Context: an optimization exercise on an open-source flow, tuned for small area and a short achievable clock period. The choices shown serve that exercise and are no tape-out recipe. In this exercise RTL edits were held to simulation tests only and were not proved equivalent to the original. No activity file was given, so power comes from the tool's default toggle rates.

File: design/flow/flow/run.sh
#!/bin/bash
set -euo pipefail
bash standard.sh "BUFFER_PORTS_ARGS=-buffer_cell sky130_fd_sc_hd__buf_1" finish > flow.log 2>&1
File: design/flow/standard.sh
#!/bin/bash
# synth_recipe.tcl (not shown) runs the flow's synth.tcl, then flattens the netlist and writes it again
# the make line also repeats each setting of config.mk as NAME=value (left out here)
make -C /OpenROAD-flow-scripts/flow DESIGN_CONFIG=/design/flow/config.mk WORK_HOME=/design/flow/orfs CLKGATE_MAP_FILE= SYNTH_SCRIPT=/design/flow/synth_recipe.tcl "${@:-finish}"
File: design/flow/config.mk
export PLATFORM = sky130hd
export DESIGN_NAME = crtp_link
export DESIGN_NICKNAME = crtp_link
export VERILOG_FILES = /design/flow/design.v
export SDC_FILE = /design/flow/constraint.sdc
export NUM_CORES = 4
export LEC_CHECK = 0
export ABC_CLOCK_PERIOD_IN_PS = 2500
export CAP_MARGIN = 20
export CORE_MARGIN = 2
export CORE_UTILIZATION = 40
export CTS_CLUSTER_DIAMETER = 100
export CTS_CLUSTER_SIZE = 25
export PLACE_DENSITY = 0.6
export SETUP_SLACK_MARGIN = 5.0
export SLEW_MARGIN = 20
File: design/flow/constraint.sdc
create_clock -name core_clock -period 8.0 [get_ports {clk}]
set_input_delay 1.6000 -clock core_clock [delete_from_list [all_inputs] [get_ports {clk}]]
set_output_delay 1.6000 -clock core_clock [all_outputs]
set_load 0.01 [all_outputs]
File: design/flow/design.v
module crtp_link (
    input  wire         clk,
    input  wire         rst,
    input  wire         rx_valid,
    input  wire [7:0]   rx_data,
    output wire         pkt_valid,
    input  wire         pkt_ready,
    output wire [7:0]   pkt_header,
    output wire [4:0]   pkt_size,
    output wire [239:0] pkt_data,
    input  wire         tx_valid,
    output wire         tx_ready,
    input  wire [7:0]   tx_header,
    input  wire [4:0]   tx_size,
    input  wire [239:0] tx_data,
    output wire         txo_valid,
    input  wire         txo_ready,
    output wire [7:0]   txo_data
);
    reg         st_first, st_second, st_header, st_size, st_data, st_csum;
    reg [9:0]   idle_lfsr;           
    reg [4:0]   index;
    reg [7:0]   acc_s, acc_k;        
    reg [7:0]   w_hdr;               
    reg [4:0]   w_size;
    reg [239:0] w_data;
    wire [7:0] c = rx_data;
    wire idle_full = (idle_lfsr == 10'h3D6);
    wire timeout   = !rx_valid && idle_full;
    wire [7:0] nc = ~c;
    wire [7:0] x  = acc_s ^ acc_k ^ nc;
    wire [7:0] mj = (acc_s & acc_k) | (acc_s & nc) | (acc_k & nc);
    wire [7:0] m  = {mj[6:0], mj[7]};
    wire csum_ok  = (c != 8'hFF) &&
                    ((x == ~m) || (x == 8'h00 && m == 8'h00) || (x == 8'hFF && m == 8'hFF));
    wire last_data = (index + 5'd1 == w_size);
    always @(posedge clk) begin
        if (rst || rx_valid)
            idle_lfsr <= 10'h001;
        else if (!idle_full)
            idle_lfsr <= {idle_lfsr[8:0], idle_lfsr[9] ^ idle_lfsr[6]};
    end
    always @(posedge clk) begin
        if (rst || timeout) begin
            st_first  <= 1'b1;
            st_second <= 1'b0;
            st_header <= 1'b0;
            st_size   <= 1'b0;
            st_data   <= 1'b0;
            st_csum   <= 1'b0;
        end else if (rx_valid) begin
            st_first  <= (st_first && c != 8'hAA) || (st_second && c != 8'hAA) ||
                         (st_size && c > 8'd30) || st_csum;
            st_second <= st_first && c == 8'hAA;
            st_header <= st_second && c == 8'hAA;
            st_size   <= st_header;
            st_data   <= (st_size && c != 8'd0 && c <= 8'd30) || (st_data && !last_data);
            st_csum   <= (st_size && c == 8'd0) || (st_data && last_data);
        end
    end
    always @(posedge clk) begin
        if (st_size)
            index <= 5'd0;
        else if (st_data && rx_valid)
            index <= index + 5'd1;
    end
    always @(posedge clk) begin
        if (st_header) begin
            acc_s <= c;
            acc_k <= 8'd0;
        end else if (rx_valid && (st_size || st_data)) begin
            acc_s <= acc_s ^ acc_k ^ c;
            acc_k <= {(acc_s[6:0] & acc_k[6:0]) | (acc_s[6:0] & c[6:0]) | (acc_k[6:0] & c[6:0]),
                      (acc_s[7] & acc_k[7]) | (acc_s[7] & c[7]) | (acc_k[7] & c[7])};
        end
    end
    integer i;
    always @(posedge clk) begin
        if (st_header) w_hdr  <= c;
        if (st_size)   w_size <= c[4:0];
        for (i = 0; i < 30; i = i + 1)
            if (index == i) w_data[8*i +: 8] <= c;
    end
    reg         pv, full;
    reg [7:0]   h_hdr,  s_hdr;
    reg [4:0]   h_size, s_size;
    reg [239:0] h_data, s_data;
    wire push = rx_valid && st_csum && csum_ok && !full;
    always @(posedge clk) begin
        if (rst) begin
            pv   <= 1'b0;
            full <= 1'b0;
        end else begin
            pv   <= push || (pv && (full || !pkt_ready));
            full <= full ? !pkt_ready : (pv && push && !pkt_ready);
        end
    end
    always @(posedge clk) begin
        if (!pv || pkt_ready) begin
            h_hdr  <= full ? s_hdr  : w_hdr;
            h_size <= full ? s_size : w_size;
            h_data <= full ? s_data : w_data;
        end
    end
    always @(posedge clk) begin
        if (!full) begin
            s_hdr  <= w_hdr;
            s_size <= w_size;
            s_data <= w_data;
        end
    end
    assign pkt_valid  = pv;
    assign pkt_header = h_hdr;
    assign pkt_size   = h_size;
    assign pkt_data   = h_data;
    reg         busy;            
    reg         idle;            
    reg         ld;              
    reg [5:0]   q;               
    reg         f_csum;          
    reg         f_last;          
    reg [7:0]   t_hdr;
    reg [4:0]   t_size;
    reg [239:0] t_data;
    reg [7:0]   t_acc;
    reg [7:0]   t_byte;          
    wire [8:0] t_sum  = {1'b0, t_acc} + {1'b0, t_byte};
    wire [8:0] t_sum1 = t_sum - 9'd255;
    wire [7:0] t_fold = (t_sum >= 9'd255) ? t_sum1[7:0] : t_sum[7:0];
    wire [255:0] t_pad = {16'h0000, t_data};
    wire [3:0] lo = 4'b0001 << q[1:0];
    wire [7:0] hi = 8'b00000001 << q[4:2];
    reg  [63:0]  grp;
    reg  [7:0]   nb_data;
    integer j, l;
    always @(*) begin
        nb_data = 8'h00;
        for (j = 0; j < 8; j = j + 1) begin
            grp[8*j +: 8] = 8'h00;
            for (l = 0; l < 4; l = l + 1)
                grp[8*j +: 8] = grp[8*j +: 8] | (t_pad[32*j + 8*l +: 8] & {8{lo[l]}});
            nb_data = nb_data | (grp[8*j +: 8] & {8{hi[j]}});
        end
    end
    wire [7:0] nb = (q == 6'd61) ? 8'hAA :
                    (q == 6'd62) ? t_hdr :
                    (q == 6'd63) ? {3'b000, t_size} :
                    f_csum       ? t_fold : nb_data;
    wire done = txo_ready && f_last;
    always @(posedge clk) begin
        if (rst) begin
            busy <= 1'b0;
            idle <= 1'b1;
            ld   <= 1'b1;
        end else if (idle) begin
            busy <= tx_valid;
            idle <= !tx_valid;
            ld   <= !tx_valid;
        end else begin
            busy <= !done;
            idle <= done;
            ld   <= txo_ready ? (f_last || f_csum) : f_last;
        end
    end
    always @(posedge clk) begin
        if (ld) begin
            t_hdr  <= tx_header;
            t_size <= tx_size;
            t_data <= tx_data;
        end
    end
    always @(posedge clk) begin
        if (idle) begin
            q      <= 6'd61;
            f_csum <= 1'b0;
            f_last <= 1'b0;
            t_acc  <= 8'd0;
            t_byte <= 8'hAA;
        end else if (txo_ready) begin
            q      <= q + 6'd1;
            f_csum <= (q + 6'd1 == {1'b0, t_size});
            f_last <= f_csum;
            t_byte <= nb;
            if (q != 6'd61 && q != 6'd62) t_acc <= t_fold;
        end
    end
    assign tx_ready  = idle;
    assign txo_valid = busy;
    assign txo_data  = t_byte;
endmodule
==> run_results.csv <==
group,metric,value,unit
outcome,status,"timing/DRC/antenna clean",
sta,finalCriticalPeriod,2.917,ns
die,fp.dieW,306.7,µm
synthesis,synth_fp_nets,2295,
critical_path,slowest_delay,0.38,ns
detailed_routing,drtAntennaViolNets,0,
critical_path,endpoint_kind,"primary output",
place,place_hpwl,55.11,mm
global_route,grt_overflow_total,0,
critical_path,cp_num_buf_inv,2,
pwr,ir_worst_vdd,197.7,µV
worst_hold_path,min_path_type,"flip-flop to flip-flop",
sta,tightestPinTransition,1.082,ns
clock_tree,cts.reportedPaths.clkPinSlew,0.09,ns
finish,antenna_cells,0,
detailed_routing,avgViaCountPerCell,4.992,
finish,nets,2828,
pwr,power.density,227.1,mW/mm²
place,gp_congestion,0.8578,
sta,tns,0,ns
detailed_routing,wl,83.99,mm
place,port_buffers,530,
critical_path,path_cells,"buf_12, buf_2",
clock_tree,worstSkewPairLatency,0.64,ns
clock_tree,clk_path_buf_depth,3,
detailed_routing,drt_drc_violations_left,0,
clock_tree,cts_tree,"done",
sta,setup_violations,0,
clock_tree,htreeDepth,2,
critical_path,cp_data_required_time,6.40,ns
finish,final.fill_count,7818,
die,initial_core_util,0.4017,
die,ios,531,
place,postPlaceCellArea,0.04003,mm²
global_route,first_global_vias,19200,
sta,hold_viol_final,0,
finish,post_layout_nonfiller_instances,3754,
critical_path,critPathKind,"flip-flop to primary output",
die,dieArea,0.09408,mm²
synthesis,synth.avg_cell_area,18.39,µm²
finish,design_area,0.04201,mm²
global_route,grtUsageTotal,0.1710,
synthesis,ys.flop_type,"edfxtp_1",
detailed_routing,dr.pass1.iters,6,
detailed_routing,avgRoutedWirePerCell,22.37,µm
clock_tree,cts_buffers,50,
sta,slew_headroom,0.2738,
synthesis,synthesis.area,0.03666,mm²
global_route,grt_pass1_wl,121.0,mm
critical_path,crit_fanout,13,
global_route,grt_max_degree,186,
synthesis,synthArstFlopShare,0,
finish,area_growth,14.60,%
job,timing.max_cap.violations,0,
pwr,cellLeakagePower,14.39,nW
sta,skew,0.02162,ns
finish,final_layout_size_suffix_gt1_frac,0.1667,
place,dp.cells,3648,
synthesis,synth_cell_types,66,
synthesis,netlist_instances,1993,
global_route,grt_antenna_before_repair,0,
critical_path,critPathTopFamily,"flip-flops",
synthesis,ys_ff_latch,1078,
synthesis,yosysSeqAreaShare,0.7981,
sta,worst_hold_slack,0.4761,ns
sta,maxSlewViolCount,0,
die,die_height,306.7,µm
clock_tree,clock-sinks,1078,
critical_path,crit_arrival,1.32,ns
sta,timing.final.crit_share,0.3647,
synthesis,yosys_warnings,1,
critical_path,slowest_stage,"dfxtp_2",
detailed_routing,vias,18740,
die,row_count,111,
clock_tree,root_buffer,"clkbuf_16",
critical_path,startpoint_type,"flip-flop",
die,core,0.09125,mm²
sta,rsz0062_at_grt,"true",
detailed_routing,drt_iter0_markers,1444,
sta,fmax,342.8,MHz
synthesis,synth_edf_count,767,
-- through the flow --
stage          setup slack [ns]  power, mW  utilization
2_1_floorplan             4.919      6.473            -
3_3_place_gp              4.037      6.654       0.4387
3_5_place_dp              3.941      6.668       0.4387
4_1_cts                   4.925      9.633       0.4572
5_1_grt                   4.927      9.872       0.4604
6_report                  5.083      9.542       0.4604
-- kinds of logic after synthesis --
logic type	after synthesis	synth area share
AO/OA/AOI/OAI	246	0.05137
XOR/XNOR	40	0.01017
adder cells (fa/ha/maj)	35	0.01543
buffers and inverters	106	0.01106
flip-flops	1078	0.7981
multiplexers	275	0.08400
AND/OR/NAND/NOR	213	0.02983
-- path summary, 6_finish.rpt --
kind | start | to | slack [ns] | cells after the start
worst max-delay path | idle | tx_ready | 5.08 | 2
worst min-delay path | idle_lfsr[8] | idle_lfsr[9] | 0.48 | 1
worst max register to register | t_byte[0] | t_acc[2] | 5.11 | 10
worst min register to register | idle_lfsr[8] | idle_lfsr[9] | 0.48 | 1
-- worst reg2reg max path, delay by kind of cell, from the launching register on --
| kind | cells | cell delay (ns) |
|---|---|---|
| simple gates | 4 | 1.06 |
| fa+ha+maj | 2 | 0.61 |
| compound gates | 3 | 0.58 |
| flops | 1 | 0.35 |
| xor+xnor | 1 | 0.19 |
-- what timing repair did --
item | 4_1_cts | 5_1_grt
gates resized for setup | 36 | 51
setup buffers | 0 | 8
pin swaps | 1 | 15
endpoints found under the setup margin | 167 | 113
gates cloned | 1 | 3
hold buffers | 0 | 0
-- per-layer routing --
layer  wire length (µm)  GRT usage  up-vias
met2              41480     0.2947      595
met3               5723    0.04149      100
li1                   -          -     8683
met1              34560     0.2149     9361
met5                  0          0        -
met4               2224    0.04697        0
-- cell usage in the layout, fill, tap and decap left out, drive strengths merged, types with 18 or more instances in the layout --
master / n
a21oi: 30
a221oi: 58
a22o: 65
buf: 547
clkbuf: 102
dfxtp: 311
edfxtp: 767
ha: 18
inv: 28
mux2: 261
nand2: 32
nor2: 74
o21ai: 24
o22ai: 24
xnor2: 26
-- registers in the layout, summed over array words and instances, names as in the netlist, 6 cells and up --
name,count
h_data,240
s_data,240
t_data,240
w_data,240
idle_lfsr,10
acc_k,8
acc_s,8
h_hdr,8
s_hdr,8
t_acc,8
t_byte,8
t_hdr,8
w_hdr,8
q,6
-- Yosys cell counts, types with 5 or more instances --
library cell | count | area (µm²)
a211oi_1 | 9 | 67.56
a22o_1 | 65 | 569.3
nand3_1 | 13 | 65.06
o22ai_1 | 24 | 150.1
dfxtp_1 | 311 | 6226
mux2i_1 | 14 | 140.1
nand2b_1 | 11 | 68.82
buf_2 | 6 | 30.03
o21ai_0 | 20 | 100.1
nand3b_1 | 5 | 37.54
xnor2_1 | 25 | 219.0
nand2_1 | 32 | 120.1
ha_1 | 18 | 225.2
clkbuf_1 | 68 | 255.2
inv_1 | 25 | 93.84
mux2_2 | 261 | 2939
nor2_1 | 74 | 277.8
and2_1 | 7 | 43.79
and3_1 | 8 | 50.05
nor4_1 | 13 | 81.33
a221oi_1 | 57 | 499.2
fa_1 | 17 | 340.3
edfxtp_1 | 767 | 23030
xor2_1 | 12 | 105.1
nand4_1 | 12 | 75.07
a21oi_1 | 29 | 145.1
nor3_1 | 10 | 50.05
or4_1 | 5 | 37.54
buf_1 | 7 | 26.28
or3_1 | 5 | 31.28
-- cell type report --
cell class              count  area, µm²  share of cell area
clock inverters             6      111.4            0.002651
flip-flops and latches   1078      29270              0.6968
inverters                  25      93.84            0.002234
repair buffers            562       2469             0.05876
well taps                1186       1484             0.03532
multi-input cells         809       7142              0.1700
clock buffers              88       1436             0.03419
-- where the power goes --
| part | switching (mW) | internal (mW) | total, mW |
|---|---|---|---|
| Clock | 1.72 | 1.26 | 2.98 |
| Combinational | 0.264 | 0.173 | 0.437 |
| Sequential | 0.0532 | 6.08 | 6.13 |

==> static timing again, ports no longer ideal <==
In the flow no input, the clock included, has a driving cell. The finished layout below was timed again as built, in two steps. Step 1 (the two cells are an assumption about what drives the block):
set clk [get_ports {clk}]
set_driving_cell -lib_cell sky130_fd_sc_hd__clkbuf_16 $clk
set_driving_cell -lib_cell sky130_fd_sc_hd__buf_2 [delete_from_list [all_inputs] $clk]
Step 2 times the ports against the registers' clock, not the clock port: input delays grow and output delays shrink by t, the midpoint of the rising clock arrivals with the driver on. a / b / c = ideal ports / drivers / drivers and shift; a / b = the first two.
t, ns: 0.694
slack for setup (ns): 5.083 / 5.023 / 4.369
clock arrival spread, ns: 0.023 / 0.024
worst data-port slew with drivers (ns): 0.11
After both steps setup and hold are still met in this run. For this run, drivers alone change the setup slack by -0.060 ns; drivers and shift together by -0.714 ns.
